Source: an optimization exercise on an open RTL-to-GDS flow (aim: small area, a short achievable clock period and few clock cycles per item). Production flows keep margins and buffers that such runs may drop. At most, simulation tests tie the RTL to the original design; equivalence was not proved. The RTL of runs 4 to 7 was laid out without a check of its function. No activity file was given, so power comes from the tool's default toggle rates.

===== flow/run.sh =====
#!/bin/bash
# Layout flow: the standard ORFS flow (standard.sh), with the ports
# buffered by the smallest plain buffer (buf_1) instead of the delay-cell
# buffer buffer_ports picks by default, and with timing repair aimed at a
# setup margin below the clock period so the resizer works on the paths
# that set the achieved period. The make output goes to standard.log; each
# ORFS step writes its own log under orfs/logs/.
set -euo pipefail
bash standard.sh \
  "BUFFER_PORTS_ARGS=-buffer_cell sky130_fd_sc_hd__buf_1" \
  "SETUP_SLACK_MARGIN=${MARGIN:-0}" \
  finish > standard.log 2>&1

===== standard.sh =====
#!/bin/bash
# synth_recipe.tcl (not shown) runs the flow's synth.tcl, then flattens the netlist and writes it again
# the make line also repeats each setting of config.mk as NAME=value (left out here)
make -C /OpenROAD-flow-scripts/flow DESIGN_CONFIG=/design/flow/config.mk WORK_HOME=/design/flow/orfs CLKGATE_MAP_FILE= SYNTH_SCRIPT=/design/flow/synth_recipe.tcl "${@:-finish}"

===== config.mk =====
export PLATFORM = sky130hd
export DESIGN_NAME = tcp_rx
export DESIGN_NICKNAME = tcp_rx
export VERILOG_FILES = /design/flow/design.v
export SDC_FILE = /design/flow/constraint.sdc
export NUM_CORES = 4
export LEC_CHECK = 0
export CAP_MARGIN = 20
export CORE_MARGIN = 2
export CORE_UTILIZATION = 40
export PLACE_DENSITY = 0.6
export SLEW_MARGIN = 20

===== constraint.sdc =====
create_clock -name core_clock -period 11.0 [get_ports {clk}]
set_input_delay 2.2000 -clock core_clock [delete_from_list [all_inputs] [get_ports {clk}]]
set_output_delay 2.2000 -clock core_clock [all_outputs]
set_load 0.01 [all_outputs]

===== design.v =====
module tcp_rx (
    input  wire        clk,
    input  wire        rst,
    input  wire        start,
    output wire        ready,
    input  wire        raw,
    input  wire [31:0] src_addr,
    input  wire [31:0] dst_addr,
    input  wire [15:0] len,
    input  wire        in_valid,
    output wire        in_ready,
    input  wire [31:0] in_data,
    output reg         done,
    output reg  [1:0]  result,
    output reg  [15:0] csum,
    output reg  [2:0]  seg_class,
    output reg  [15:0] payload_len,
    output reg  [15:0] sport,
    output reg  [15:0] dport,
    output reg  [31:0] seq_num,
    output reg  [31:0] ack_num,
    output reg  [3:0]  doff,
    output reg  [5:0]  flags,
    output reg  [15:0] window,
    output reg  [15:0] cksum_field,
    output reg  [15:0] urg_ptr
);
    localparam [1:0] RES_OK        = 2'd0;
    localparam [1:0] RES_MALFORMED = 2'd1;
    localparam [1:0] RES_CHECKSUM  = 2'd2;
    localparam [2:0] C_NONE   = 3'd0;
    localparam [2:0] C_DATA   = 3'd1;
    localparam [2:0] C_SYN    = 3'd2;
    localparam [2:0] C_SYNACK = 3'd3;
    localparam [2:0] C_ACK    = 3'd4;
    localparam [2:0] C_FIN    = 3'd5;
    localparam [2:0] C_FINACK = 3'd6;
    function [31:0] csa;
        input [15:0] a;
        input [15:0] b;
        input [15:0] c;
        reg   [15:0] s, k;
        begin
            s   = a ^ b ^ c;
            k   = (a & b) | (a & c) | (b & c);
            csa = {k[14:0], k[15], s};
        end
    endfunction
    reg         ready_q;      
    reg         in_ready_q;   
    reg         pend_q;       
    reg         raw_q;
    reg  [15:0] len_q;
    reg  [13:0] rem_q;        
    reg  [2:0]  hc_q;         
    reg  [15:0] sx_q, sy_q;   
    assign ready    = ready_q;
    assign in_ready = in_ready_q;
    wire beat   = in_valid & in_ready_q;
    wire last   = (rem_q == 14'd0) | ((rem_q == 14'd1) & (len_q[1:0] == 2'd0));
    wire busy0  = ~ready_q & ~in_ready_q;          
    wire clr    = raw_q & (hc_q == 3'd0);          
    wire [3:0] lane_ok;
    assign lane_ok[3] = 1'b1;
    assign lane_ok[2] = (rem_q != 14'd0) | (len_q[1:0] != 2'd1);
    assign lane_ok[1] = (rem_q != 14'd0) | (len_q[1:0] == 2'd3);
    assign lane_ok[0] = (rem_q != 14'd0);
    wire [3:0]  lane = lane_ok & {4{beat}};
    wire [31:0] dm   = in_data & {{8{lane[3]}}, {8{lane[2]}}, {8{lane[1]}}, {8{lane[0]}}};
    wire [15:0] op_a = ready_q ? src_addr[31:16] : (clr ? 16'd0 : sx_q);
    wire [15:0] op_b = ready_q ? src_addr[15:0]  : (clr ? 16'd0 : sy_q);
    wire [15:0] op_c = ready_q ? dst_addr[31:16] : dm[31:16];
    wire [15:0] op_d = ready_q ? dst_addr[15:0]  : dm[15:0];
    wire [31:0] l1 = csa(op_a, op_b, op_c);
    wire [31:0] l2 = csa(l1[15:0], l1[31:16], op_d);
    wire [15:0] t_len = raw_q ? 16'd0 : len_q;
    wire [15:0] t_pro = raw_q ? 16'd0 : 16'd6;
    wire [31:0] f1 = csa(sx_q, sy_q, t_len);
    wire [31:0] f2 = csa(f1[15:0], f1[31:16], t_pro);
    wire [15:0] fs = f2[15:0];
    wire [15:0] fc = f2[31:16];
    wire [16:0] fsum = {1'b0, fs} + {1'b0, fc};
    wire [15:0] fold = fsum[15:0] + {15'd0, fsum[16]};
    wire        sum_ok = ((fs ^ fc) == 16'hFFFF) | ((fs & fc) == 16'hFFFF);
    wire [15:0] hdr_bytes = {10'd0, doff, 2'b00};
    wire        malformed = (len_q < 16'd20) || (doff < 4'd5) || (hdr_bytes > len_q);
    wire [15:0] pl_len    = len_q - hdr_bytes;
    wire [5:0]  k         = flags & 6'h17;
    reg  [2:0]  cls;
    always @(*) begin
        if (pl_len != 16'd0)
            cls = ((flags & 6'h07) == 6'h00) ? C_DATA : C_NONE;
        else begin
            case (k)
                6'h02:   cls = C_SYN;
                6'h12:   cls = C_SYNACK;
                6'h10:   cls = C_ACK;
                6'h01:   cls = C_FIN;
                6'h11:   cls = C_FINACK;
                default: cls = C_NONE;
            endcase
        end
    end
    always @(posedge clk) begin
        csum        <= ~fold;
        payload_len <= pl_len;
        seg_class   <= cls;
        if (raw_q)
            result <= RES_OK;
        else if (malformed)
            result <= RES_MALFORMED;
        else if (!sum_ok)
            result <= RES_CHECKSUM;
        else
            result <= RES_OK;
    end
    always @(posedge clk) begin
        {sy_q, sx_q} <= l2;
    end
    always @(posedge clk) begin
        if (beat) begin
            case (hc_q)
                3'd0: begin
                    sport <= in_data[31:16];
                    dport <= in_data[15:0];
                end
                3'd1: seq_num <= in_data;
                3'd2: ack_num <= in_data;
                3'd3: begin
                    doff   <= in_data[31:28];
                    flags  <= in_data[21:16];
                    window <= in_data[15:0];
                end
                3'd4: begin
                    cksum_field <= in_data[31:16];
                    urg_ptr     <= in_data[15:0];
                end
                default: ;
            endcase
        end
    end
    always @(posedge clk) begin
        if (ready_q && start) begin
            raw_q <= raw;
            len_q <= len;
        end
        if (ready_q)
            hc_q <= 3'd0;
        else if (beat && hc_q != 3'd5)
            hc_q <= hc_q + 3'd1;
        if (ready_q)
            rem_q <= len[15:2];
        else if (beat)
            rem_q <= rem_q - 14'd1;
    end
    always @(posedge clk) begin
        if (rst) begin
            ready_q    <= 1'b1;
            in_ready_q <= 1'b0;
            pend_q     <= 1'b0;
            done       <= 1'b0;
        end else begin
            done <= ready_q & pend_q;
            if (ready_q) begin
                if (start) begin
                    ready_q    <= (len == 16'd0) ? 1'b0 : 1'b0;
                    in_ready_q <= (len != 16'd0);
                    pend_q     <= 1'b0;
                end else begin
                    pend_q     <= 1'b0;
                end
            end else if (busy0) begin
                ready_q <= 1'b1;
                pend_q  <= 1'b1;
            end else if (beat && last) begin
                in_ready_q <= 1'b0;
                ready_q    <= 1'b1;
                pend_q     <= 1'b1;
            end
        end
    end
endmodule

==> out/results.tsv, run 1 <==
stage	metric	value	unit
global_routing	antenna_found_initial	0	
synth	ys_seq_elements	261	
synth	ys.flop_type	edfxtp_1	
placed_design	io_buffers	310	
power_and_ir_drop	vdd_drop_max	0.137	mV
clock_network	cts_sinks	261	
synth	yosysMostFrequentCell	edfxtp_1	
sta	hold_violations	0	
global_routing	grt_overflow	0	
sta	timing.hold.ws	437	ps
sta	drv_slew	0	
global_routing	grt_pass1_wl	47.9	mm
synth	syn_area_per_cell	13.7	um2
clock_network	cts_hold_buf	0	
worst_hold_path	worst_hold_path_type	register to register	
route	detail_route.wl_per_cell	20.1	um
synth	synth_nets	1059	
clock_network	htreeDepth	1	
clock_network	postCtsSetupBuffers	0	
sta	setup_violations	0	
clock_network	clk_latency	540	ps
finish	area.growth.synth_to_final	21.9	%
synth	synthesis.area	0.0116	mm2
synth	ys_top_cells_by_count	edfxtp_1 (185), dfxtp_1 (76), inv_1 (70)	
worst_setup_path	r2r_slack	5700	ps
power_and_ir_drop	power_density	263	mW/mm2
clock_network	tritoncts	done	
global_routing	grt_max_degree	111	
synth	synth-edff-count	185	
route	ant_nets	0	
sta	tns	0	ps
clock_network	clk_path_buf_depth	3	
die	chipHeight	174	um
synth	synth_area_leaders	edfxtp_1 (48%), dfxtp_1 (13%), fa_1 (9.0%), ha_1 (4.6%), a22o_1 (4.2%)	
die	ios	311	
worst_setup_path	cp_max_fo	14	
clock_network	numCtsBuffers	27	
power_and_ir_drop	leakagePower	5.22	nW
sta	post-route-min-period	5300	ps
synth	ys_seq_area_share	61.0	%
finish	nets	1385	
worst_setup_path	cp_data_required_time	11460	ps
finish	drive_gt1_share	5.62	%
die	start_util	40.5	%
clock_network	cts-root-buf	clkbuf_16	
sta	rsz0062_at_grt	no	
route	route.detailed.drc	0	
worst_setup_path	arrival	5760	ps
global_routing	track_usage	20.8	%
worst_setup_path	end_kind	register	
clock_network	ctsResizeCount	0	
placed_design	hpwl	24.3	mm
worst_setup_path	start_kind	register	
synth	synth_top_area_share	47.9	%
route	drt_first_iter_violations	392	
synth	async_flop_share	0	%
finish	n_antenna_cell	0	
clock_network	clkSlewWorstSetupHoldPaths	60	ps
synth	ys_warn_count	1	
route	routed_wl	31.7	mm
die	rows	62	
sta	skew	9.91	ps
finish	fin_util	49.4	%
die	dieArea	0.0304	mm2
sta	slew_headroom	36.9	%
job	drv_cap	0	
route	via_count	8022	
synth	synth_top_area_cell	edfxtp_1	
die	core	0.0286	mm2
sta	period_share	48.2	%
worst_setup_path	path_class	register to register	
die	die_x	174	um
placed_design	globalplace.congestion	0.873	
synth	yosysUniqueCellTypes	65	
sta	tightest_slew	947	ps
global_routing	grt_pass1_vias	7993	
outcome	status	finished clean	
synth	netlist_instances	847	
sta	fmax	0.189	GHz
route	firstDrtPassIters	5	
route	via_per_inst	5.09	
## worst paths after layout
check                            start  endpoint  cells after the start
worst min register to register  pend_q      done                      2
worst max-delay path             raw_q  csum[10]                     20
worst max register to register   raw_q  csum[10]                     20
worst min-delay path            pend_q      done                      2
## sequential cells by signal, summed over array words and instances (netlist names), 2 cells and up
register,count
ack_num,32
flags,6
result,2
dport,16
rem_q,14
sport,16
sy_q,16
payload_len,16
window,16
urg_ptr,16
hc_q,3
seq_num,32
len_q,16
doff,4
sx_q,16
seg_class,3
cksum_field,16
csum,16
## cell families (layout without fill, tap and decap cells)
| group | Yosys count | after routing | synth area share [%] |
|---|---|---|---|
| compound gates | 151 | 151 | 9.72 |
| xor+xnor | 41 | 41 | 3.09 |
| fa+ha+maj | 95 | 95 | 13.6 |
| buf+inv | 90 | 436 | 3.02 |
| flops | 261 | 261 | 61.0 |
| mux | 3 | 3 | 0.259 |
| simple gates | 206 | 206 | 9.33 |
## metrics by stage
| step | setup slack [ps] | area (um2) | total power, W | instances |
|---|---|---|---|---|
| after floorplan | 6250 | 11600 | 0.00241 | 847 |
| after global placement | 5990 | 13200 | 0.00279 | 1527 |
| after detailed placement | 5790 | 13200 | 0.00280 | 1527 |
| after CTS | 5720 | 14100 | 0.00374 | 1576 |
| after global routing | 5230 | 14100 | 0.00397 | 1577 |
| final | 5700 | 14100 | 0.00372 | 1577 |
## where the power goes
group	total, W	internal [W]	switching, W
registers	0.00123	0.00117	0.0000620
clock network	0.000923	0.000546	0.000377
logic	0.00156	0.000620	0.000945
total	0.00372	0.00234	0.00138
## layout by cell type (no fill, tap or decap), drive strengths merged, types with 10 or more instances in the layout
cell | Yosys | final
clkbuf | 16 | 32
nand4 | 14 | 14
nand2 | 68 | 68
clkinv | 0 | 12
o21ai | 34 | 34
ha | 43 | 43
xnor2 | 25 | 25
inv | 70 | 71
nor4 | 12 | 12
buf | 4 | 317
nor2b | 10 | 10
and3 | 12 | 12
xor2 | 16 | 16
fa | 52 | 52
nor3 | 10 | 10
edfxtp | 185 | 185
a21oi | 17 | 17
nor2 | 37 | 37
a22o | 56 | 56
dfxtp | 76 | 76
## worst max-delay path, cell delays in order (launching register included)
cell and delay, ps:
edfxtp_1 500, inv_1 440, nand2_1 160, fa_1 520, inv_1 50, fa_1 470, ha_1 390, a211o_1 240
nand3_1 130, a31o_2 280, a31oi_1 210, a21o_1 170, a21o_1 130, ha_1 170, ha_1 180, nand2_1 70
a31oi_1 150, nand4_1 160, or3_1 380, a211oi_2 240, xor2_1 170
## area by class of cell
| type | count | area [um2] |
|---|---|---|
| Fill cell | 2623 | 14500 |
| Sequential cell | 261 | 7080 |
| Multi-Input combinational cell | 496 | 4190 |
| Timing Repair Buffer | 317 | 1240 |
| Clock buffer | 32 | 694 |
| Tap cell | 384 | 480 |
| Inverter | 70 | 263 |
| Clock inverter | 17 | 199 |
## routing by layer
metal / up-vias / GRT usage, % / wire, um
met5: - / 0 / 0
met1: 3870 / 27.5 / 13200
met3: 59 / 5.03 / 2570
met2: 335 / 34.2 / 15200
li1: 3758 / - / -
met4: 0 / 5.71 / 788
Testbench counts, summed over its fixed seeds: cycles 93,989, items 1,280.
==> run 2: changes to the inputs <==
--- a/flow/run.sh
+++ b/flow/run.sh
@@ -8,5 +8,5 @@
 set -euo pipefail
 bash standard.sh \
   "BUFFER_PORTS_ARGS=-buffer_cell sky130_fd_sc_hd__buf_1" \
-  "SETUP_SLACK_MARGIN=${MARGIN:-0}" \
+  "SETUP_SLACK_MARGIN=${MARGIN:-7.8}" \
   finish > standard.log 2>&1
==> run 2 against run 1 <==
Fmax is 19% higher; clock-buffer cell count is 4 higher; non-clock buffer count is 38 higher; die area stayed put; critical endpoint unchanged; largest cell class unchanged; highest routed layer unchanged.
==> out/results.tsv, run 2 <==
stage	metric	value	unit
route	detail_route.wl_per_cell	21.1	um
power_and_ir_drop	swShare	37.5	%
sta	post-route-min-period	4440	ps
sta	rsz0062_at_grt	yes	
synth	synthesis.area	0.0116	mm2
worst_hold_path	holdPathEnd	done	
global_routing	grt_max_degree	62	
finish	drive_gt1_share	32.1	%
power_and_ir_drop	p_sw	0.00153	W
sta	skew	35.4	ps
placed_design	hpwl	24.6	mm
die	rows	62	
worst_setup_path	cp_max_fo	7	
clock_network	cts_sinks	261	
sta	tns	0	ps
clock_network	cts_hold_buf	0	
job	drv_cap	0	
synth	ys_top_cells_by_count	edfxtp_1 (185), dfxtp_1 (76), inv_1 (70)	
sta	hold_violations	0	
worst_hold_path	hp-start	pend_q	
route	ant_nets	0	
worst_setup_path	cp_data_required_time	11470	ps
worst_setup_path	rr_endpoint	csum[10]	
worst_setup_path	end_kind	register	
synth	synth_nets	1059	
route	firstDrtPassIters	5	
sta	tightest_slew	791	ps
sta	setup_violations	0	
finish	layout_commonest_cell	edfxtp_1	
synth	ys_seq_area_share	61.0	%
route	routed_wl	34.4	mm
clock_network	cts-root-buf	clkbuf_16	
synth	synth_area_leaders	edfxtp_1 (48%), dfxtp_1 (13%), fa_1 (9.0%), ha_1 (4.6%), a22o_1 (4.2%)	
outcome	status	finished clean	
finish	final_cell_mix	edfxtp_1 (185), buf_1 (132), clkbuf_2 (94)	
synth	netlist_instances	847	
die	core	0.0286	mm2
worst_setup_path	r2r_cells	19	
power_and_ir_drop	p_comb_share	46.7	%
sta	timing.hold.ws	438	ps
clock_network	numCtsBuffers	28	
synth	yosysUniqueCellTypes	65	
sta	slew_headroom	47.3	%
worst_setup_path	r2r_slack	6560	ps
placed_design	globalplace.congestion	0.855	
power_and_ir_drop	leakagePower	6.09	nW
clock_network	clkSlewWorstSetupHoldPaths	60	ps
sta	drv_slew	0	
synth	yosysMostFrequentCell	edfxtp_1	
route	via_count	8350	
power_and_ir_drop	clkPwrFrac	22.8	%
finish	nets	1430	
placed_design	io_buffers	310	
die	die_x	174	um
power_and_ir_drop	vdd_drop_max	0.150	mV
die	ios	311	
finish	area.growth.synth_to_final	33.6	%
power_and_ir_drop	internal_power	0.00255	W
synth	synth_top_area_cell	edfxtp_1	
global_routing	antenna_found_initial	3	
sta	fmax	0.225	GHz
global_routing	grt_pass1_vias	8492	
sta	period_share	40.4	%
route	route.detailed.drc	0	
route	drt_first_iter_violations	441	
synth	async_flop_share	0	%
power_and_ir_drop	power_density	263	mW/mm2
synth	ys_warn_count	1	
worst_hold_path	hold_path_depth	2	
placed_design	dpl.cell_count	1524	
finish	reg_top3	ack_num: 32 flops, seq_num: 32 flops	
die	chipHeight	174	um
worst_setup_path	arrival	4910	ps
route	via_per_inst	5.14	
synth	ys.flop_type	edfxtp_1	
clock_network	clk_latency	570	ps
power_and_ir_drop	sequentialPowerShare	30.4	%
global_routing	grt_overflow	0	
clock_network	clk_path_buf_depth	3	
die	start_util	40.5	%
worst_setup_path	path_class	register to register	
global_routing	track_usage	22.3	%
die	dieArea	0.0304	mm2
synth	synth-edff-count	185	
synth	syn_area_per_cell	13.7	um2
global_routing	grt_pass1_wl	51.1	mm
synth	ys_seq_elements	261	
worst_setup_path	r2r_start	raw_q	
clock_network	tritoncts	done	
synth	synth_top_area_share	47.9	%
worst_hold_path	worst_hold_path_type	register to register	
worst_setup_path	start_kind	register	
finish	stdcell_count	1625	
clock_network	htreeDepth	1	
run 2: cell counts after synthesis:
No cell type changed its count.
run 2: kinds of logic after synthesis:
logic type / after synthesis / share of synthesized area (%)
AO/OA/AOI/OAI: 151 / 9.72
XOR/XNOR: 41 / 3.09
adder cells (fa/ha/maj): 95 / 13.6
AND/OR/NAND/NOR: 206 / 9.33
flip-flops: 261 / 61.0
buffers and inverters: 90 / 3.02
multiplexers: 3 / 0.259
run 2: final cells by class:
type / count / area (um2)
Fill cell: 2497 / 13100
Antenna cell: 3 / 7.51
Clock buffer: 36 / 773
Timing Repair Buffer: 355 / 1940
Tap cell: 384 / 480
Timing Repair inverter: 1 / 7.51
Sequential cell: 261 / 7110
Clock inverter: 14 / 149
Inverter: 70 / 270
Multi-Input combinational cell: 501 / 4770
run 2: worst max path at each step:
stage / start / endpoint / depth (start not counted) / slack, ps
finish: raw_q / csum[10] / 19 / 6560
global route: raw_q / csum[10] / 21 / 6370
CTS: raw_q / csum[10] / 21 / 6590
detailed placement: raw_q / csum[10] / 20 / 6210
global placement: raw_q / csum[10] / 20 / 6350
floorplan: raw_q / csum[10] / 21 / 6630
run 2: power groups by stage:
stage,combinational [W],clock [W],sequential (W)
floorplan,0.00121,0,0.00126
global placement,0.00161,0,0.00126
detailed placement,0.00163,0,0.00126
CTS,0.00180,0.000952,0.00123
global route,0.00209,0.000992,0.00125
finish,0.00191,0.000931,0.00124
run 2: worst max-delay path: stages, from the launching register on:
cell      delay (ps)
edfxtp_1         380
buf_6            170
nor2b_2          210
fa_1             450
ha_1             300
ha_1             400
and3_4           250
nand3_2          100
a31o_4           260
a31oi_4          140
a21o_1           140
a21o_1           140
ha_4             150
ha_4             130
nand2_2           50
a31oi_1          180
nand4_1          150
or3_1            370
a211oi_2         250
xor2_1           150
run 2: per-stage QoR:
step	total power [W]	worst slack [ps]	util, %	instance area (um2)
5_1_grt	0.00433	6370	54.2	15500
3_5_place_dp	0.00289	6210	47.0	13500
6_report	0.00408	6560	54.2	15500
4_1_cts	0.00399	6590	52.8	15100
3_3_place_gp	0.00287	6350	47.0	13500
2_1_floorplan	0.00247	6630	-	11900
run 2: routing by layer:
| metal | up-vias | GRT usage (%) | wire [um] |
|---|---|---|---|
| met3 | 47 | 4.27 | 2300 |
| met1 | 4129 | 29.0 | 14300 |
| met5 | - | 0 | 0 |
| met4 | 0 | 6.41 | 833 |
| li1 | 3850 | - | - |
| met2 | 324 | 38.1 | 17000 |
run 2: what timing repair did:
| action | CTS | global route |
|---|---|---|
| pin swaps | 45 | 15 |
| gates cloned | 6 | 0 |
| resized for setup | 147 | 150 |
| setup endpoints to repair | 369 | 257 |
| buffers inserted | 35 | 7 |
==> run 3: changes to the inputs <==
==> run.sh (new file) <==
#!/bin/bash
# synth_recipe.tcl (not shown) runs the flow's synth.tcl, then flattens the netlist and writes it again
# the make line also repeats each setting of config.mk as NAME=value (left out here)
make -C /OpenROAD-flow-scripts/flow DESIGN_CONFIG=/design/flow/config.mk WORK_HOME=/design/flow/orfs CLKGATE_MAP_FILE= SYNTH_SCRIPT=/design/flow/synth_recipe.tcl finish
removed: flow/run.sh
removed: standard.sh
==> run 3 against run 2 <==
Area after synthesis unchanged; worst setup slack worse by 800 ps; synthesized cell count unchanged; first-iteration DRC count shrank 0.68%; non-clock buffer count fell by 41; combinational power decreased by 14%; sequential cell count is the same; clock skew rose by 3.7 ps; clock power fell by 6.0%; design area rose by 3.3%; die area unchanged; worst hold slack worse by 2.7 ps.
==> out/results.tsv, run 3 <==
stage	metric	value	unit
outcome	status	finished clean	
die	chipHeight	174	um
die	ios	311	
clock_network	ctsResizeCount	0	
synth	synth-edff-count	185	
placed_design	hpwl	25.5	mm
route	firstDrtPassIters	5	
clock_network	cts_hold_buf	0	
worst_setup_path	cp_top_family	adder cells	
worst_setup_path	rr_endpoint	csum[10]	
worst_setup_path	r2r_slack	5760	ps
sta	post-route-min-period	5240	ps
finish	layout_commonest_cell	clkdlybuf4s50_1	
synth	ys_seq_elements	261	
global_routing	grt_pass1_wl	49.8	mm
clock_network	tritoncts	done	
route	drt_first_iter_violations	438	
finish	fin_util	56.0	%
worst_hold_path	hp-start	pend_q	
die	start_util	40.5	%
synth	synthesis.area	0.0116	mm2
sta	hold_violations	0	
worst_setup_path	path_buf_inv	2	
die	core	0.0286	mm2
worst_setup_path	end_kind	register	
clock_network	cts-root-buf	clkbuf_16	
worst_setup_path	cp_slowest_cell	edfxtp_1	
synth	ys_top_cells_by_count	edfxtp_1 (185), dfxtp_1 (76), inv_1 (70)	
synth	synth_xor_area_share	3.09	%
sta	tightest_slew	1060	ps
worst_setup_path	cpPeakStageDelay	500	ps
synth	ys.flop_type	edfxtp_1	
worst_setup_path	start_kind	register	
sta	tns	0	ps
worst_setup_path	crit_cells	20	
clock_network	clk_path_buf_depth	3	
worst_setup_path	cp_cell_sequence	inv_1, nand2_1, fa_1, inv_1, fa_1, ha_1, a211o_1, nand3_1, a31o_2, a31oi_1, a21o_1, a21o_1, ha_1, ha_1, nand2_1, a31oi_1, nand4_1, or3_1, a211oi_2, xor2_1	
global_routing	track_usage	21.8	%
worst_setup_path	path_class	register to register	
clock_network	postCtsSetupBuffers	0	
finish	nets	1383	
route	route.detailed.drc	0	
placed_design	globalplace.congestion	0.871	
power_and_ir_drop	vdd_drop_max	0.158	mV
global_routing	grt_pass1_vias	8084	
sta	skew	39.2	ps
die	dieArea	0.0304	mm2
synth	synth-simple-area-share	9.33	%
job	drv_cap	0	
worst_setup_path	r2r_start	raw_q	
synth	yosysUniqueCellTypes	65	
worst_setup_path	cp_data_required_time	11470	ps
sta	drv_slew	0	
synth	yosys-mux-area-fraction	0.259	%
worst_setup_path	r2r_cells	20	
clock_network	numCtsBuffers	28	
synth	ys_warn_count	1	
sta	period_share	47.6	%
die	rows	62	
synth	synth_top_area_share	47.9	%
route	via_per_inst	5.06	
synth	synthAdderAreaFrac	13.6	%
clock_network	htreeDepth	1	
synth	synth_area_leaders	edfxtp_1 (48%), dfxtp_1 (13%), fa_1 (9.0%), ha_1 (4.6%), a22o_1 (4.2%)	
worst_setup_path	cp_max_fo	14	
power_and_ir_drop	leakagePower	6.01	nW
global_routing	grt_max_degree	112	
clock_network	cts_sinks	261	
synth	synth_top_area_cell	edfxtp_1	
synth	netlist_instances	847	
power_and_ir_drop	power_density	235	mW/mm2
worst_hold_path	worst_hold_path_type	register to register	
finish	area.growth.synth_to_final	38.1	%
synth	synth_nets	1059	
worst_hold_path	hold_path_depth	2	
finish	fin_area	0.0160	mm2
synth	syn_area_per_cell	13.7	um2
global_routing	antenna_found_initial	3	
synth	synth_top_family_by_area	adder cells	
placed_design	io_buffers	310	
synth	ys_seq_area_share	61.0	%
clock_network	clk_latency	570	ps
die	die_x	174	um
finish	reg_top3	ack_num: 32 flops, seq_num: 32 flops	
route	routed_wl	33.4	mm
synth	async_flop_share	0	%
sta	slew_headroom	28.8	%
finish	final_cell_mix	clkdlybuf4s50_1 (310), edfxtp_1 (185), dfxtp_1 (75)	
sta	setup_violations	0	
global_routing	grt_overflow	0	
placed_design	placedInstanceArea	0.0151	mm2
finish	drive_gt1_share	5.03	%
worst_setup_path	cpMostUsedCell	ha_1	
clock_network	clkSlewWorstSetupHoldPaths	60	ps
route	ant_nets	0	
sta	rsz0062_at_grt	no	
synth	synth_compound_gate_area_share	9.72	%
sta	fmax	0.191	GHz
route	detail_route.wl_per_cell	21.2	um
route	via_count	7986	
worst_hold_path	holdPathEnd	done	
worst_setup_path	arrival	5710	ps
synth	yosysMostFrequentCell	edfxtp_1	
-- run 3: cell count changes in the layout (fill, tap and decap cells not counted), sizes merged --
cell,delta
clkinv,+2
diode,-1
clkdlybuf4s50,+310
and3,-4
bufinv,-1
clkbuf,-90
buf,-258
clkinvlp,-4
and2,-1
-- run 3: kinds of logic (layout without fill, tap and decap cells) --
group | count (synthesis) | count (layout)
muxes | 3 | 3
adders and majority gates | 95 | 95
and+or+nand+nor | 206 | 206
buffers and inverters | 90 | 435
AOI/OAI and AO/OA | 151 | 151
xor gates and xnor gates | 41 | 41
other | 0 | 2
DFF | 261 | 261
-- run 3: worst min-delay path, delay by kind of cell (launching register included) --
kind	cells	cell delay, ps
DFF	1	310
and+or+nand+nor	2	80
-- run 3: report_power, final --
part / switching (W) / total (W) / internal (W)
Clock: 0.000381 / 0.000875 / 0.000494
Combinational: 0.000957 / 0.00165 / 0.000693
Sequential: 0.0000613 / 0.00123 / 0.00117
Total: 0.00140 / 0.00376 / 0.00236
-- run 3: worst max-delay path by stage --
| stage | from | slack [ps] | end |
|---|---|---|---|
| after CTS | raw_q | 5810 | csum[10] |
| after global routing | raw_q | 5360 | csum[10] |
| after detailed placement | raw_q | 5830 | csum[10] |
| after floorplan | raw_q | 6250 | csum[10] |
| final | raw_q | 5760 | csum[10] |
| after global placement | raw_q | 5990 | csum[10] |
-- run 3: per-stage QoR --
step / hold slack (ps) / power, W / instances / setup slack (ps)
floorplan: 410 / 0.00241 / 847 / 6250
global placement: 433 / 0.00288 / 1524 / 5990
detailed placement: 426 / 0.00289 / 1524 / 5830
CTS: 434 / 0.00378 / 1575 / 5810
global route: 453 / 0.00400 / 1578 / 5360
finish: 436 / 0.00376 / 1578 / 5760
-- run 3: final cells by class --
class | count | area [um2]
diodes | 2 | 5.00
fillers | 2363 | 12600
clock inverters | 12 | 104
multi-input cells | 496 | 4200
flip-flops and latches | 261 | 7080
clock buffers | 39 | 742
inverters | 70 | 263
well taps | 384 | 480
repair buffers | 314 | 3150
-- run 3: routing by layer --
metal | routed length, um | global-route usage [%] | vias to the layer above | part of all wire (%)
met1 | 14100 | 28.5 | 3875 | 42
li1 | - | - | 3745 | -
met4 | 619 | 5.39 | 0 | 1.9
met5 | 0 | 0 | - | 0
met3 | 2410 | 4.16 | 43 | 7.2
met2 | 16200 | 37.3 | 323 | 49
==> run 4: changes to the inputs <==
--- a/design.v
+++ b/design.v
@@ -46,6 +46,27 @@
             csa = {k[14:0], k[15], s};
         end
     endfunction
+    function [15:0] eac_add;
+        input [15:0] a;
+        input [15:0] b;
+        reg   [15:0] g, p, gg, pp, c;
+        integer i, l;
+        begin
+            g  = a & b;
+            p  = a ^ b;
+            gg = g;
+            pp = a | b;
+            for (l = 1; l < 16; l = l * 2)
+                for (i = 15; i >= l; i = i - 1) begin
+                    gg[i] = gg[i] | (pp[i] & gg[i-l]);
+                    pp[i] = pp[i] & pp[i-l];
+                end
+            c[0] = gg[15];
+            for (i = 1; i < 16; i = i + 1)
+                c[i] = gg[i-1] | (pp[i-1] & gg[15]);
+            eac_add = p ^ c;
+        end
+    endfunction
     reg         ready_q;      
     reg         in_ready_q;   
     reg         pend_q;       
@@ -65,7 +86,7 @@
     assign lane_ok[2] = (rem_q != 14'd0) | (len_q[1:0] != 2'd1);
     assign lane_ok[1] = (rem_q != 14'd0) | (len_q[1:0] == 2'd3);
     assign lane_ok[0] = (rem_q != 14'd0);
-    wire [3:0]  lane = lane_ok & {4{beat}};
+    wire [3:0]  lane = lane_ok & {4{in_ready_q}};
     wire [31:0] dm   = in_data & {{8{lane[3]}}, {8{lane[2]}}, {8{lane[1]}}, {8{lane[0]}}};
     wire [15:0] op_a = ready_q ? src_addr[31:16] : (clr ? 16'd0 : sx_q);
     wire [15:0] op_b = ready_q ? src_addr[15:0]  : (clr ? 16'd0 : sy_q);
@@ -79,8 +100,7 @@
     wire [31:0] f2 = csa(f1[15:0], f1[31:16], t_pro);
     wire [15:0] fs = f2[15:0];
     wire [15:0] fc = f2[31:16];
-    wire [16:0] fsum = {1'b0, fs} + {1'b0, fc};
-    wire [15:0] fold = fsum[15:0] + {15'd0, fsum[16]};
+    wire [15:0] fold = eac_add(fs, fc);
     wire        sum_ok = ((fs ^ fc) == 16'hFFFF) | ((fs & fc) == 16'hFFFF);
     wire [15:0] hdr_bytes = {10'd0, doff, 2'b00};
     wire        malformed = (len_q < 16'd20) || (doff < 4'd5) || (hdr_bytes > len_q);
@@ -115,7 +135,8 @@
             result <= RES_OK;
     end
     always @(posedge clk) begin
-        {sy_q, sx_q} <= l2;
+        if (in_valid || !in_ready_q)
+            {sy_q, sx_q} <= l2;
     end
     always @(posedge clk) begin
         if (beat) begin
@@ -163,7 +184,7 @@
             done <= ready_q & pend_q;
             if (ready_q) begin
                 if (start) begin
-                    ready_q    <= (len == 16'd0) ? 1'b0 : 1'b0;
+                    ready_q    <= 1'b0;
                     in_ready_q <= (len != 16'd0);
                     pend_q     <= 1'b0;
                 end else begin
==> flow/run.sh (new file) <==
#!/bin/bash
# Layout flow: the standard ORFS flow (standard.sh), with the ports
# buffered by the smallest plain buffer (buf_1) instead of the delay-cell
# buffer buffer_ports picks by default, and with timing repair aimed at a
# setup margin below the clock period so the resizer works on the paths
# that set the achieved period. The make output goes to standard.log; each
# ORFS step writes its own log under orfs/logs/.
set -euo pipefail
bash standard.sh \
  "BUFFER_PORTS_ARGS=-buffer_cell sky130_fd_sc_hd__buf_1" \
  "SETUP_SLACK_MARGIN=${MARGIN:-7.8}" \
  finish > standard.log 2>&1
==> standard.sh (new file) <==
#!/bin/bash
# synth_recipe.tcl (not shown) runs the flow's synth.tcl, then flattens the netlist and writes it again
# the make line also repeats each setting of config.mk as NAME=value (left out here)
make -C /OpenROAD-flow-scripts/flow DESIGN_CONFIG=/design/flow/config.mk WORK_HOME=/design/flow/orfs CLKGATE_MAP_FILE= SYNTH_SCRIPT=/design/flow/synth_recipe.tcl "${@:-finish}"
removed: run.sh
==> run 4 against run 3 <==
Still clean; register-to-register slack improved by 1700 ps; clock skew fell by 29 ps; critical path depth shrank 6; die area is 5.8% higher; design area up 2.2%; clock power is 11% higher; cell count up 7.7%; critical endpoint is now csum[1].
==> out/results.tsv, run 4 <==
stage	metric	value	unit
die	start_util	40.4	%
worst_setup_path	path_class	register to register	
sta	rsz0062_at_grt	yes	
worst_setup_path	r2r_start	raw_q	
die	die_x	179	um
synth	ys_seq_elements	261	
finish	fillCellCount	2700	
outcome	status	finished clean	
worst_hold_path	hp-start	pend_q	
power_and_ir_drop	clkPwrFrac	22.6	%
global_routing	grt_max_degree	52	
sta	hold_violations	0	
global_routing	antenna_found_initial	7	
route	route.detailed.drc	0	
die	rows	64	
worst_setup_path	startpoint	raw_q	
synth	synthesis.area	0.0123	mm2
clock_network	numCtsBuffers	29	
route	firstDrtPassIters	5	
clock_network	htreeDepth	1	
die	dieArea	0.0322	mm2
job	drv_cap	0	
power_and_ir_drop	sequentialPowerShare	29.6	%
finish	reg_top3	ack_num: 32 flops, seq_num: 32 flops	
power_and_ir_drop	swShare	37.0	%
power_and_ir_drop	p_comb_share	47.8	%
power_and_ir_drop	total_power	0.00430	W
worst_setup_path	start_kind	register	
finish	layout_commonest_cell	edfxtp_1	
global_routing	grt_overflow	0	
route	routed_wl	36.6	mm
power_and_ir_drop	power_density	263	mW/mm2
sta	tns	0	ps
sta	period_share	32.4	%
global_routing	track_usage	22.5	%
die	chipHeight	179	um
synth	ys_warn_count	1	
synth	synth-edff-count	217	
finish	area.growth.synth_to_final	33.1	%
synth	netlist_instances	903	
sta	slew_headroom	33.4	%
route	drt_first_iter_violations	513	
power_and_ir_drop	vdd_drop_max	0.142	mV
die	core	0.0304	mm2
die	ios	311	
synth	synth_nets	1130	
synth	yosysUniqueCellTypes	62	
route	detail_route.wl_per_cell	21.6	um
worst_setup_path	arrival	4010	ps
finish	fin_util	53.8	%
sta	fmax	0.281	GHz
synth	ys.flop_type	edfxtp_1	
global_routing	grt_pass1_wl	53.4	mm
route	ant_nets	0	
power_and_ir_drop	leakagePower	6.47	nW
synth	synth_top_area_share	53.0	%
route	via_count	8814	
clock_network	clk_path_buf_depth	3	
worst_setup_path	end_kind	register	
synth	ys_seq_area_share	60.2	%
global_routing	grt_pass1_vias	8817	
power_and_ir_drop	p_sw	0.00159	W
clock_network	clkSlewWorstSetupHoldPaths	60	ps
power_and_ir_drop	internal_power	0.00271	W
sta	timing.hold.ws	439	ps
synth	synth_area_leaders	edfxtp_1 (53%), fa_1 (8.5%), dfxtp_1 (7.2%), ha_1 (5.9%), a22o_1 (4.6%)	
sta	post-route-min-period	3560	ps
synth	synth_top_area_cell	edfxtp_1	
clock_network	cts-root-buf	clkbuf_16	
sta	drv_slew	0	
clock_network	cts_sinks	261	
worst_setup_path	cp_max_fo	6	
clock_network	tritoncts	done	
worst_setup_path	cp_data_required_time	11440	ps
placed_design	globalplace.congestion	0.920	
synth	yosysMostFrequentCell	edfxtp_1	
placed_design	hpwl	26.7	mm
sta	skew	10.0	ps
finish	multi_input_area	0.00501	mm2
finish	seqCellArea	0.00743	mm2
sta	tightest_slew	999	ps
finish	drive_gt1_share	32.8	%
synth	ys_top_cells_by_count	edfxtp_1 (217), inv_1 (112), a22o_1 (64)	
sta	setup_violations	0	
finish	final_cell_mix	edfxtp_1 (217), buf_1 (114), clkbuf_2 (113)	
worst_hold_path	worst_hold_path_type	register to register	
clock_network	clk_latency	550	ps
placed_design	io_buffers	310	
synth	syn_area_per_cell	13.6	um2
synth	async_flop_share	0	%
route	via_per_inst	5.18	
finish	nets	1506	
==> run 4: changes by cell type after synthesis, sizes merged, moves of 15 or more <==
cell	change
inv	+42
dfxtp	-32
nand2	-35
ha	+15
edfxtp	+32
nand2b	+15
==> run 4: kinds of logic after synthesis <==
group / Yosys count / synth area share, %
flops: 261 / 60.2
simple gates: 206 / 9.18
compound gates: 160 / 9.68
buf+inv: 130 / 3.97
fa+ha+maj: 110 / 14.4
xor+xnor: 29 / 2.07
mux: 7 / 0.590
==> run 4: per-layer routing <==
layer | wire [um] | share of wire (%) | global-route usage [%]
met3 | 2850 | 7.8 | 5.76
met5 | 64 | 0.17 | 0
met4 | 892 | 2.4 | 5.78
met1 | 15000 | 41 | 29.1
met2 | 17800 | 49 | 37.8
==> run 4: critical path, cell delays in order (launching register included) <==
cell and delay (ps):
edfxtp_1 450, buf_6 170, nand2b_4 140, fa_1 500, inv_2 50, ha_4 270, inv_2 40, ha_4 150
or4_4 540, or2_4 270, a21oi_4 130, o31a_1 220, nor3_2 60, fa_2 340, xor2_1 140
==> run 4: metrics by stage <==
stage	instance area, um2	setup WS (ps)	cells
floorplan	12500	7290	903
global placement	14100	7080	1596
detailed placement	14200	6980	1597
CTS	15800	7470	1682
global route	16400	7350	1698
finish	16400	7440	1700
==> run 4: worst paths after layout <==
path / end / slack, ps / cells after the start
worst max-delay path: csum[1] / 7440 / 14
worst min-delay path: done / 440 / 2
worst max register to register: csum[1] / 7440 / 14
worst min register to register: done / 440 / 2
==> run 4: power groups by stage <==
| stage | sequential, W | clock [W] | combinational [W] |
|---|---|---|---|
| global route | 0.00128 | 0.00103 | 0.00225 |
| detailed placement | 0.00129 | 0 | 0.00155 |
| finish | 0.00127 | 0.000973 | 0.00206 |
| floorplan | 0.00128 | 0 | 0.00110 |
| global placement | 0.00129 | 0 | 0.00155 |
| CTS | 0.00127 | 0.000994 | 0.00182 |
==> run 4: timing repair <==
action | in CTS | in global routing
hold buffers | 0 | 0
buffers inserted | 30 | 16
endpoints found under the setup margin | 278 | 235
endpoints found under the hold margin | 0 | 0
pin swaps | 40 | 27
gates resized for setup | 155 | 190
cloned | 1 | 0
==> run 4: cell type report <==
class / instances / area share [%]
multi-input cells: 512 / 30.6
clock inverters: 19 / 1.22
well taps: 396 / 3.03
inverters: 112 / 2.57
diodes: 2 / 0.0306
repair buffers: 363 / 12.5
clock buffers: 35 / 4.63
flip-flops and latches: 261 / 45.4
==> run 5: changes to the inputs <==
--- a/flow/run.sh
+++ b/flow/run.sh
@@ -8,5 +8,5 @@
 set -euo pipefail
 bash standard.sh \
   "BUFFER_PORTS_ARGS=-buffer_cell sky130_fd_sc_hd__buf_1" \
-  "SETUP_SLACK_MARGIN=${MARGIN:-7.8}" \
+  "SETUP_SLACK_MARGIN=${MARGIN:-7.4}" \
   finish > standard.log 2>&1
==> run 5 against run 4 <==
Sequential share of layout area increased by 3.2 points; clock skew increased by 3.9 ps; still clean; fmax decreased by 0.31%; worst setup slack got worse by 11 ps.
==> out/results.tsv, run 5 <==
stage	metric	value	unit
outcome	status	finished clean	
worst_setup_path	path_buf_inv	3	
worst_setup_path	cp_top_family	adder cells	
route	drt_first_iter_violations	513	
die	rows	64	
clock_network	cts-root-buf	clkbuf_16	
global_routing	antenna_found_initial	3	
power_and_ir_drop	leakagePower	5.58	nW
route	firstDrtPassIters	5	
sta	rsz0062_at_grt	yes	
synth	ys_top_cells_by_count	edfxtp_1 (217), inv_1 (112), a22o_1 (64)	
global_routing	grt_pass1_wl	50.3	mm
die	dieArea	0.0322	mm2
synth	syn_area_per_cell	13.6	um2
power_and_ir_drop	clkPwrFrac	23.8	%
clock_network	clkSlewWorstSetupHoldPaths	60	ps
sta	tns	0	ps
route	via_count	8585	
sta	period_share	32.5	%
worst_setup_path	end_kind	register	
clock_network	clk_path_buf_depth	3	
global_routing	grt_pass1_vias	8451	
synth	ys_seq_area_share	60.2	%
die	start_util	40.4	%
worst_setup_path	cp_max_fo	11	
synth	synth_area_leaders	edfxtp_1 (53%), fa_1 (8.5%), dfxtp_1 (7.2%), ha_1 (5.9%), a22o_1 (4.6%)	
placed_design	preCtsSetupSlack	6980	ps
clock_network	htreeDepth	1	
synth	synthesis.area	0.0123	mm2
clock_network	clk_latency	550	ps
sta	hold_violations	0	
placed_design	globalplace.congestion	0.911	
sta	post-route-min-period	3570	ps
clock_network	numCtsBuffers	28	
worst_setup_path	arrival	4010	ps
global_routing	track_usage	21.0	%
finish	fillCellCount	2764	
die	die_x	179	um
sta	worst_slack	7430	ps
finish	drive_gt1_share	9.19	%
route	routed_wl	34.1	mm
worst_setup_path	cp_slowest_cell	or4_4	
synth	ys_warn_count	1	
power_and_ir_drop	vdd_drop_max	0.132	mV
synth	yosysUniqueCellTypes	62	
worst_setup_path	r2r_start	raw_q	
worst_setup_path	cp_cell_sequence	buf_6, nand2b_4, fa_1, inv_2, ha_4, inv_2, ha_4, or4_4, or2_1, a21oi_2, o31a_1, nor3_2, fa_2, xor2_1	
route	detail_route.wl_per_cell	20.5	um
power_and_ir_drop	p_comb_share	43.7	%
placed_design	hpwl	25.8	mm
power_and_ir_drop	swShare	36.9	%
power_and_ir_drop	internal_power	0.00245	W
finish	area.growth.synth_to_final	24.0	%
synth	synth_top_area_share	53.0	%
synth	synth-edff-count	217	
synth	ys.flop_type	edfxtp_1	
route	ant_nets	0	
worst_setup_path	start_kind	register	
clock_network	cts_sinks	261	
die	ios	311	
worst_setup_path	cp_data_required_time	11440	ps
global_routing	grt_overflow	0	
die	chipHeight	179	um
finish	final_cell_mix	buf_1 (310), edfxtp_1 (217), inv_1 (109)	
sta	fmax	0.280	GHz
synth	yosysMostFrequentCell	edfxtp_1	
worst_setup_path	startpoint	raw_q	
finish	nets	1467	
die	core	0.0304	mm2
sta	slew_headroom	35.7	%
clock_network	tritoncts	done	
route	route.detailed.drc	0	
sta	tightest_slew	962	ps
worst_hold_path	worst_hold_path_type	register to register	
job	drv_cap	0	
power_and_ir_drop	power_density	255	mW/mm2
power_and_ir_drop	p_sw	0.00143	W
synth	async_flop_share	0	%
global_routing	grt_max_degree	85	
finish	reg_top3	ack_num: 32 flops, seq_num: 32 flops	
worst_setup_path	path_class	register to register	
synth	ys_seq_elements	261	
worst_hold_path	hp-start	pend_q	
sta	setup_violations	0	
route	via_per_inst	5.17	
finish	layout_commonest_cell	buf_1	
worst_setup_path	cpPeakStageDelay	530	ps
synth	synth_top_area_cell	edfxtp_1	
synth	synth_nets	1130	
power_and_ir_drop	sequentialPowerShare	32.5	%
placed_design	io_buffers	310	
sta	skew	13.9	ps
sta	drv_slew	0	
synth	netlist_instances	903	
run 5: cell counts after synthesis:
No cell type changed its count.
run 5: routing by layer:
| metal | global-route usage (%) | wire length, um | vias up |
|---|---|---|---|
| met2 | 34.8 | 16100 | 334 |
| met4 | 6.28 | 974 | 2 |
| met1 | 28.4 | 14400 | 4218 |
| met3 | 3.82 | 2570 | 54 |
| li1 | - | - | 3977 |
| met5 | 0 | 13 | - |
run 5: cell families (layout without fill, tap and decap cells):
logic type / after synthesis / count (layout) / synth area share, %
xor+xnor: 29 / 29 / 2.07
mux: 7 / 7 / 0.590
compound gates: 160 / 160 / 9.68
flops: 261 / 261 / 60.2
simple gates: 206 / 206 / 9.18
buf+inv: 130 / 489 / 3.97
fa+ha+maj: 110 / 110 / 14.4
other cells: 0 / 3 / 0
run 5: path summary, 6_finish.rpt:
check	endpoint	slack, ps	depth (start not counted)
hold reg to reg	done	450	2
setup reg to reg	csum[1]	7430	14
hold / removal	done	450	2
setup / recovery	csum[1]	7430	14
run 5: per-stage QoR:
stage               cells  util, %  hold WS, ps  cell area [um2]  power [W]
finish               1661     50.1          450            15200    0.00389
global route         1660     50.1          477            15200    0.00415
CTS                  1654     49.4          452            15000    0.00378
detailed placement   1598     46.3          425            14100    0.00282
global placement     1598     46.3          432            14100    0.00281
floorplan             903        -          410            12500    0.00237
run 5: cell type report:
class | count | area, um2 | area share (%)
tap | 396 | 495 | 3.25
antenna | 3 | 7.51 | 0.0492
sequential | 261 | 7400 | 48.5
inverter | 112 | 420 | 2.76
clock buffer | 34 | 723 | 4.74
multi-input combinational | 512 | 4720 | 30.9
timing repair buffer | 325 | 1300 | 8.53
clock inverter | 18 | 180 | 1.18
run 5: power by group through the flow:
stage / registers, W / clock network (W) / logic (W)
after floorplan: 0.00128 / 0 / 0.00109
after detailed placement: 0.00129 / 0 / 0.00153
after global routing: 0.00128 / 0.000982 / 0.00189
final: 0.00126 / 0.000924 / 0.00170
after global placement: 0.00129 / 0 / 0.00153
after CTS: 0.00127 / 0.000945 / 0.00156
run 5: tightest hold or removal path, stage by stage (launching register included):
cell and delay, ps:
dfxtp_1 320, nand2_1 50, nor2_1 30
run 5: what timing repair did:
item	in CTS	in global routing
endpoints found under the setup margin	16	18
setup buffers	4	3
resized for setup	4	29
pin swaps	1	8
hold buffers	0	0
==> run 6: changes to the inputs <==
--- a/design.v
+++ b/design.v
@@ -88,23 +88,22 @@
     assign lane_ok[0] = (rem_q != 14'd0);
     wire [3:0]  lane = lane_ok & {4{in_ready_q}};
     wire [31:0] dm   = in_data & {{8{lane[3]}}, {8{lane[2]}}, {8{lane[1]}}, {8{lane[0]}}};
-    wire [15:0] op_a = ready_q ? src_addr[31:16] : (clr ? 16'd0 : sx_q);
-    wire [15:0] op_b = ready_q ? src_addr[15:0]  : (clr ? 16'd0 : sy_q);
+    wire [16:0] len6 = {1'b0, len_q} + 17'd6;
+    wire [15:0] op_z = raw_q            ? 16'd0 :
+                       (hc_q == 3'd0)   ? len6[15:0] :
+                       (hc_q == 3'd1)   ? {15'd0, len6[16]} : 16'd0;
+    wire [31:0] l1 = csa(clr ? 16'd0 : sx_q, clr ? 16'd0 : sy_q, op_z);
+    wire [15:0] op_a = ready_q ? src_addr[31:16] : l1[15:0];
+    wire [15:0] op_b = ready_q ? src_addr[15:0]  : l1[31:16];
     wire [15:0] op_c = ready_q ? dst_addr[31:16] : dm[31:16];
     wire [15:0] op_d = ready_q ? dst_addr[15:0]  : dm[15:0];
-    wire [31:0] l1 = csa(op_a, op_b, op_c);
-    wire [31:0] l2 = csa(l1[15:0], l1[31:16], op_d);
-    wire [15:0] t_len = raw_q ? 16'd0 : len_q;
-    wire [15:0] t_pro = raw_q ? 16'd0 : 16'd6;
-    wire [31:0] f1 = csa(sx_q, sy_q, t_len);
-    wire [31:0] f2 = csa(f1[15:0], f1[31:16], t_pro);
-    wire [15:0] fs = f2[15:0];
-    wire [15:0] fc = f2[31:16];
-    wire [15:0] fold = eac_add(fs, fc);
-    wire        sum_ok = ((fs ^ fc) == 16'hFFFF) | ((fs & fc) == 16'hFFFF);
-    wire [15:0] hdr_bytes = {10'd0, doff, 2'b00};
-    wire        malformed = (len_q < 16'd20) || (doff < 4'd5) || (hdr_bytes > len_q);
-    wire [15:0] pl_len    = len_q - hdr_bytes;
+    wire [31:0] l2 = csa(op_a, op_b, op_c);
+    wire [31:0] l3 = csa(l2[15:0], l2[31:16], op_d);
+    wire [15:0] fold   = eac_add(sx_q, sy_q);
+    wire        sum_ok = ((sx_q ^ sy_q) == 16'hFFFF) | ((sx_q & sy_q) == 16'hFFFF);
+    wire [16:0] pl_diff   = {1'b0, len_q} - {11'd0, doff, 2'b00};
+    wire [15:0] pl_len    = pl_diff[15:0];
+    wire        malformed = (len_q < 16'd20) || (doff < 4'd5) || pl_diff[16];
     wire [5:0]  k         = flags & 6'h17;
     reg  [2:0]  cls;
     always @(*) begin
@@ -136,7 +135,7 @@
     end
     always @(posedge clk) begin
         if (in_valid || !in_ready_q)
-            {sy_q, sx_q} <= l2;
+            {sy_q, sx_q} <= l3;
     end
     always @(posedge clk) begin
         if (beat) begin
--- a/flow/run.sh
+++ b/flow/run.sh
@@ -8,5 +8,5 @@
 set -euo pipefail
 bash standard.sh \
   "BUFFER_PORTS_ARGS=-buffer_cell sky130_fd_sc_hd__buf_1" \
-  "SETUP_SLACK_MARGIN=${MARGIN:-7.4}" \
+  "SETUP_SLACK_MARGIN=${MARGIN:-7.8}" \
   finish > standard.log 2>&1
==> run 6 against run 5 <==
Area after synthesis fell by 0.34%; global-route usage rose by 2.7 points; worst setup slack improved by 230 ps; fmax rose by 6.9%; clock skew rose by 10 ps; worst hold slack got worse by 34 ps; combinational power fell by 42%; sequential power barely moved; sequential share of layout area fell by 3.0 points; highest routed layer is now met4.
==> out/results.tsv, run 6 <==
stage	metric	value	unit
synth	ys_top_cells_by_count	edfxtp_1 (217), inv_1 (104), fa_1 (50), nor2_1 (50), ha_1 (45)	
finish	final_cell_mix	edfxtp_1 (217), buf_1 (109), inv_1 (95)	
global_routing	grt_pass1_wl	55.6	mm
synth	yosysUniqueCellTypes	56	
synth	synth-edff-count	217	
global_routing	antenna_found_initial	3	
finish	fillCellCount	2576	
clock_network	cts_sinks	261	
die	start_util	40.4	%
outcome	status	finished clean	
clock_network	tritoncts	done	
die	rows	64	
finish	seqCellArea	0.00742	mm2
synth	synth_nets	1132	
sta	tightest_slew	879	ps
global_routing	grt_pass1_vias	8931	
die	chipHeight	179	um
clock_network	clkSlewWorstSetupHoldPaths	60	ps
route	routed_wl	38.5	mm
route	via_per_inst	5.26	
sta	skew	24.3	ps
worst_hold_path	worst_hold_path_type	register to register	
worst_setup_path	end_kind	output port	
placed_design	hpwl	28.2	mm
sta	setup_violations	0	
clock_network	htreeDepth	1	
finish	drive_gt1_share	32.1	%
synth	ys.flop_type	edfxtp_1	
die	core	0.0303	mm2
global_routing	grt_max_degree	37	
worst_setup_path	path_buf_inv	1	
synth	ys_seq_area_share	60.4	%
synth	synthesis.area	0.0123	mm2
route	drt_first_iter_violations	641	
route	ant_nets	0	
route	firstDrtPassIters	6	
route	via_count	8950	
finish	layout_commonest_cell	edfxtp_1	
worst_setup_path	r2r_cells	12	
worst_setup_path	start_kind	register	
power_and_ir_drop	vdd_drop_max	0.149	mV
synth	synth_top_area_cell	edfxtp_1	
power_and_ir_drop	power_density	198	mW/mm2
die	ios	311	
worst_setup_path	cp_max_fo	1	
placed_design	globalplace.congestion	0.868	
sta	drv_slew	0	
clock_network	clk_latency	560	ps
sta	rsz0062_at_grt	yes	
finish	fin_area	0.0163	mm2
sta	post-route-min-period	3340	ps
finish	area.growth.synth_to_final	32.9	%
clock_network	cts-root-buf	clkbuf_16	
worst_setup_path	cpPeakStageDelay	430	ps
worst_setup_path	cp_slowest_cell	edfxtp_1	
sta	slew_headroom	41.4	%
worst_setup_path	crit_cells	1	
global_routing	grt_overflow	0	
worst_setup_path	cp_data_required_time	8800	ps
synth	yosysMostFrequentCell	edfxtp_1	
clock_network	numCtsBuffers	28	
worst_setup_path	cp_top_family	flip-flops	
worst_setup_path	cp_cell_sequence	clkbuf_2	
global_routing	track_usage	23.7	%
route	route.detailed.drc	0	
clock_network	cts_hold_buf	0	
finish	reg_top3	ack_num: 32 flops, seq_num: 32 flops	
placed_design	io_buffers	310	
synth	async_flop_share	0	%
finish	nets	1494	
worst_setup_path	path_class	register to output port	
synth	syn_area_per_cell	13.3	um2
finish	fin_util	53.7	%
sta	hold_violations	0	
finish	multi_input_area	0.00499	mm2
worst_setup_path	arrival	1140	ps
sta	period_share	30.4	%
sta	tns	0	ps
route	detail_route.wl_per_cell	22.6	um
die	dieArea	0.0321	mm2
worst_hold_path	hold_path_depth	2	
synth	ys_warn_count	1	
clock_network	clk_path_buf_depth	3	
synth	netlist_instances	920	
synth	synth_area_leaders	edfxtp_1 (53%), fa_1 (8.2%), dfxtp_1 (7.2%), ha_1 (4.6%), inv_1 (3.2%)	
power_and_ir_drop	leakagePower	6.41	nW
job	drv_cap	0	
placed_design	placedInstanceArea	0.0142	mm2
die	die_x	179	um
synth	ys_seq_elements	261	
synth	synth_top_area_share	53.2	%
sta	fmax	0.299	GHz
==> run 6: worst reg2reg max path: stages (launching register included) <==
cell,delay [ps]
edfxtp_1,440
nand3_4,130
a21oi_4,180
buf_6,130
buf_6,120
nand3_4,90
xor2_2,220
nor2_1,90
fa_1,450
mux2i_2,220
fa_2,460
inv_1,80
fa_2,420
==> run 6: layout make-up <==
cell class / instances / area share [%]
Inverter: 104 / 2.42
Tap cell: 396 / 3.04
Sequential cell: 261 / 45.6
Timing Repair Buffer: 358 / 12.4
Timing Repair inverter: 1 / 0.0461
Clock buffer: 31 / 4.37
Antenna cell: 3 / 0.0461
Clock inverter: 19 / 1.44
Multi-Input combinational cell: 528 / 30.6
==> run 6: path summary, 6_finish.rpt <==
check,start,end,slack [ps]
setup / recovery,ack_num[17],ack_num[17],7660
hold / removal,pend_q,done,420
setup reg to reg,len_q[5],sx_q[8],7720
hold reg to reg,pend_q,done,420
==> run 6: report_power, final <==
part           leakage, nW  internal, W  switching (W)
registers             2.41      0.00121      0.0000602
clock network        0.468     0.000582       0.000394
logic                 3.53     0.000396       0.000584
total                 6.41      0.00219        0.00104
==> run 6: what timing repair did <==
item	in CTS	in global routing
setup endpoints to repair	229	209
gates resized for setup	159	170
cloned	2	0
endpoints found under the hold margin	0	0
setup buffers	26	13
pin swaps	15	30
==> run 6: metal layers <==
metal	global-route usage, %	up-vias	part of all wire [%]
li1	-	4062	-
met1	32.2	4434	42
met2	37.9	380	47
met3	5.00	74	7.5
met4	8.57	0	3.4
met5	0	-	0
==> run 6: cells by family (layout without fill, tap and decap cells) <==
kind of cell | count (synthesis) | in the layout | share of synthesized area [%]
AO/OA/AOI/OAI | 160 | 160 | 8.61
XOR/XNOR | 46 | 46 | 3.29
adder cells (fa/ha/maj) | 95 | 95 | 12.8
buffers and inverters | 132 | 513 | 4.12
flip-flops | 261 | 261 | 60.4
multiplexers | 36 | 36 | 2.94
other | 0 | 3 | 0
AND/OR/NAND/NOR | 190 | 191 | 7.92
==> run 6: stage by stage <==
| step | std cells | setup WS [ps] | total power, W | hold slack (ps) |
|---|---|---|---|---|
| floorplan | 920 | 7420 | 0.00190 | 410 |
| global placement | 1607 | 6840 | 0.00219 | 423 |
| detailed placement | 1607 | 6700 | 0.00220 | 420 |
| CTS | 1685 | 7640 | 0.00320 | 429 |
| global route | 1701 | 7600 | 0.00340 | 437 |
| finish | 1701 | 7660 | 0.00323 | 417 |
==> run 7: changes to the inputs <==
--- a/flow/run.sh
+++ b/flow/run.sh
@@ -8,5 +8,5 @@
 set -euo pipefail
 bash standard.sh \
   "BUFFER_PORTS_ARGS=-buffer_cell sky130_fd_sc_hd__buf_1" \
-  "SETUP_SLACK_MARGIN=${MARGIN:-7.8}" \
+  "SETUP_SLACK_MARGIN=${MARGIN:-7.5}" \
   finish > standard.log 2>&1
==> run 7 against run 6 <==
Combinational power shrank 4.7%; synthesized cell count is the same; wire length is 2.0% lower; clock power down 8.3%.
==> out/results.tsv, run 7 <==
stage	metric	value	unit
synth	synth_nets	1132	
finish	layout_commonest_cell	buf_1	
power_and_ir_drop	power_density	203	mW/mm2
route	route.detailed.drc	0	
placed_design	globalplace.congestion	0.862	
clock_network	htreeDepth	1	
worst_setup_path	cp_data_required_time	11280	ps
sta	post-route-min-period	3480	ps
placed_design	io_buffers	310	
placed_design	placedInstanceArea	0.0142	mm2
power_and_ir_drop	sequentialPowerShare	40.8	%
worst_setup_path	cp_slowest_cell	fa_1	
synth	ys_seq_elements	261	
route	firstDrtPassIters	6	
synth	synth_top_area_share	53.2	%
power_and_ir_drop	p_sw	0.00103	W
route	highest_layer	met4	
sta	drv_slew	0	
die	rows	64	
synth	yosys-mux-area-fraction	2.94	%
finish	seqCellArea	0.00740	mm2
clock_network	clk_path_buf_depth	3	
worst_setup_path	cpMostUsedCell	fa_1	
sta	tns	0	ps
synth	ys_seq_area_share	60.4	%
synth	netlist_instances	920	
outcome	status	finished clean	
die	chipHeight	179	um
finish	area.growth.synth_to_final	24.5	%
worst_hold_path	worst_hold_path_type	register to register	
finish	multi_input_area	0.00470	mm2
sta	rsz0062_at_grt	yes	
worst_setup_path	cp_top_family	adder cells	
synth	synthAdderAreaFrac	12.8	%
synth	synth-edff-count	217	
sta	skew	14.2	ps
worst_setup_path	end_kind	register	
global_routing	grt_pass1_vias	8635	
synth	synth_xor_area_share	3.29	%
global_routing	grt_overflow	0	
route	detail_route.wl_per_cell	22.5	um
power_and_ir_drop	swShare	33.3	%
finish	fin_area	0.0153	mm2
power_and_ir_drop	vdd_drop_max	0.133	mV
global_routing	grt_pass1_wl	54.5	mm
route	drt_first_iter_violations	625	
finish	drive_gt1_share	10.2	%
finish	fin_util	50.3	%
finish	final_cell_mix	buf_1 (309), edfxtp_1 (217), inv_1 (103)	
synth	synth-simple-area-share	7.92	%
route	wl_met2	17.7	mm
die	die_x	179	um
synth	ys_top_cells_by_count	edfxtp_1 (217), inv_1 (104), fa_1 (50), nor2_1 (50), ha_1 (45)	
die	ios	311	
synth	yosysUniqueCellTypes	56	
finish	reg_top3	ack_num: 32 flops, seq_num: 32 flops	
global_routing	grt_max_degree	53	
worst_setup_path	cp_max_fo	6	
synth	ys_warn_count	1	
power_and_ir_drop	clkPwrFrac	29.0	%
route	via_count	8805	
die	core	0.0303	mm2
worst_setup_path	arrival	3770	ps
synth	synthesis.area	0.0123	mm2
synth	synth_compound_gate_area_share	8.61	%
finish	n_antenna_cell	0	
clock_network	clkSlewWorstSetupHoldPaths	60	ps
die	dieArea	0.0321	mm2
worst_setup_path	start_kind	input pin	
route	met1_length	15.7	mm
power_and_ir_drop	p_comb_share	30.2	%
synth	syn_area_per_cell	13.3	um2
worst_setup_path	path_buf_inv	2	
placed_design	hpwl	28.6	mm
synth	synth_top_area_cell	edfxtp_1	
worst_setup_path	cpPeakStageDelay	560	ps
clock_network	numCtsBuffers	29	
power_and_ir_drop	leakagePower	5.58	nW
synth	synth_top_family_by_area	adder cells	
finish	nets	1471	
route	via_per_inst	5.25	
sta	period_share	31.7	%
route	wl_met3	3.22	mm
synth	synth_area_leaders	edfxtp_1 (53%), fa_1 (8.2%), dfxtp_1 (7.2%), ha_1 (4.6%), inv_1 (3.2%)	
clock_network	cts_sinks	261	
finish	fillCellCount	2677	
job	drv_cap	0	
synth	ys.flop_type	edfxtp_1	
sta	tightest_slew	1110	ps
worst_setup_path	path_class	input pin to register	
placed_design	preCtsSetupSlack	6770	ps
synth	yosysMostFrequentCell	edfxtp_1	
synth	async_flop_share	0	%
clock_network	tritoncts	done	
global_routing	antenna_found_initial	0	
sta	setup_violations	0	
sta	hold_violations	0	
route	routed_wl	37.7	mm
power_and_ir_drop	internal_power	0.00206	W
worst_setup_path	cp_cell_sequence	buf_1, a22oi_1, fa_1, inv_1, fa_1	
sta	worst_slack	7520	ps
global_routing	track_usage	23.5	%
sta	slew_headroom	26.0	%
die	start_util	40.4	%
sta	fmax	0.287	GHz
clock_network	cts_hold_buf	0	
route	ant_nets	0	
clock_network	cts-root-buf	clkbuf_16	
clock_network	clk_latency	550	ps
## run 7: power groups by stage
stage,logic [W],clock network (W),registers [W]
6_report,0.000935,0.000896,0.00126
3_3_place_gp,0.000896,0,0.00129
2_1_floorplan,0.000611,0,0.00129
3_5_place_dp,0.000913,0,0.00129
5_1_grt,0.00104,0.000956,0.00128
4_1_cts,0.000928,0.000914,0.00126
## run 7: area by class of cell
type                       count  share of cell area, %
clock buffer                  35                   5.04
clock inverter                19                  0.779
inverter                     104                   2.58
multi-input combinational    527                   30.8
sequential                   261                   48.5
tap                          396                   3.25
timing repair buffer         335                   8.99
timing repair inverter         1                 0.0492
## run 7: cell families after synthesis
kind of cell / after synthesis
adder cells (fa/ha/maj): 95
XOR/XNOR: 46
AO/OA/AOI/OAI: 160
buffers and inverters: 132
multiplexers: 36
flip-flops: 261
AND/OR/NAND/NOR: 190
## run 7: metrics by stage
step | cells | power, W | hold slack [ps]
floorplan | 920 | 0.00190 | 410
global placement | 1608 | 0.00218 | 415
detailed placement | 1608 | 0.00220 | 420
CTS | 1672 | 0.00311 | 428
global route | 1678 | 0.00328 | 444
finish | 1678 | 0.00309 | 427
## run 7: per-layer routing
layer | up-vias | GRT usage, %
met5 | - | 0
met4 | 0 | 7.49
met3 | 58 | 6.11
met2 | 382 | 37.4
met1 | 4343 | 31.5
li1 | 4022 | -
## run 7: worst paths after layout
| kind | startpoint | to | slack, ps | cells after the start |
|---|---|---|---|---|
| hold reg to reg | pend_q | done | 430 | 2 |
| setup / recovery | in_data[30] | sx_q[14] | 7520 | 5 |
| hold / removal | pend_q | done | 430 | 2 |
| setup reg to reg | len_q[5] | sx_q[14] | 7550 | 11 |
## run 7: worst register-to-register path: stages, from the launching register on
cell	delay [ps]
edfxtp_1	430
nand3_1	190
a21oi_2	240
nand3_2	170
or3_1	380
a21o_1	190
fa_1	470
inv_1	30
mux2i_1	180
fa_1	450
inv_1	90
fa_1	380
## run 7: timing repair
| action | in CTS | in global routing |
|---|---|---|
| setup endpoints to repair | 34 | 18 |
| gates resized for setup | 7 | 6 |
| pin swaps | 0 | 0 |
| setup buffers | 9 | 6 |
| cloned | 1 | 0 |

-- static timing again, ports no longer ideal --
In the flow no input, the clock included, has a driving cell. The finished layouts below were timed again as built, in two steps.
Step 1 sets driving cells, clkbuf_16 on the clock port and buf_2 on the other inputs (assumed; they add their load-dependent delay and slew).
Step 2, shift: input delay + t, output delay - t, t = (earliest + latest rising clock arrival at the registers) / 2. This alone moves slack from input paths to output paths.
a / b / c = ideal / step 1 / step 2; a / b = the first two.
run | t, ns | setup WS [ns] | worst setup path after step 2 | worst register clock-pin slew, ns | worst slew at a driven data input, ns
run 1 | 0.587 | 5.698 / 5.698 / 5.698 | register to register | 0.06 / 0.06 | 0.08
run 2 | 0.600 | 6.557 / 6.557 / 6.557 | register to register | 0.06 / 0.06 | 0.09
run 3 | 0.601 | 5.759 / 5.759 / 5.759 | register to register | 0.06 / 0.06 | 0.08
run 4 | 0.595 | 7.437 / 7.437 / 7.147 | input to register | 0.06 / 0.06 | 0.10
run 5 | 0.594 | 7.426 / 7.426 / 7.019 | input to register | 0.06 / 0.06 | 0.09
run 6 | 0.597 | 7.657 / 7.607 / 7.145 | input to register | 0.07 / 0.07 | 0.08
run 7 | 0.597 | 7.518 / 7.493 / 6.952 | input to register | 0.06 / 0.06 | 0.08
After both steps setup and hold are still met in every run listed. The setup slack of run 7, which loses most, moves by -0.025 ns with the drivers and by -0.566 ns with both steps.
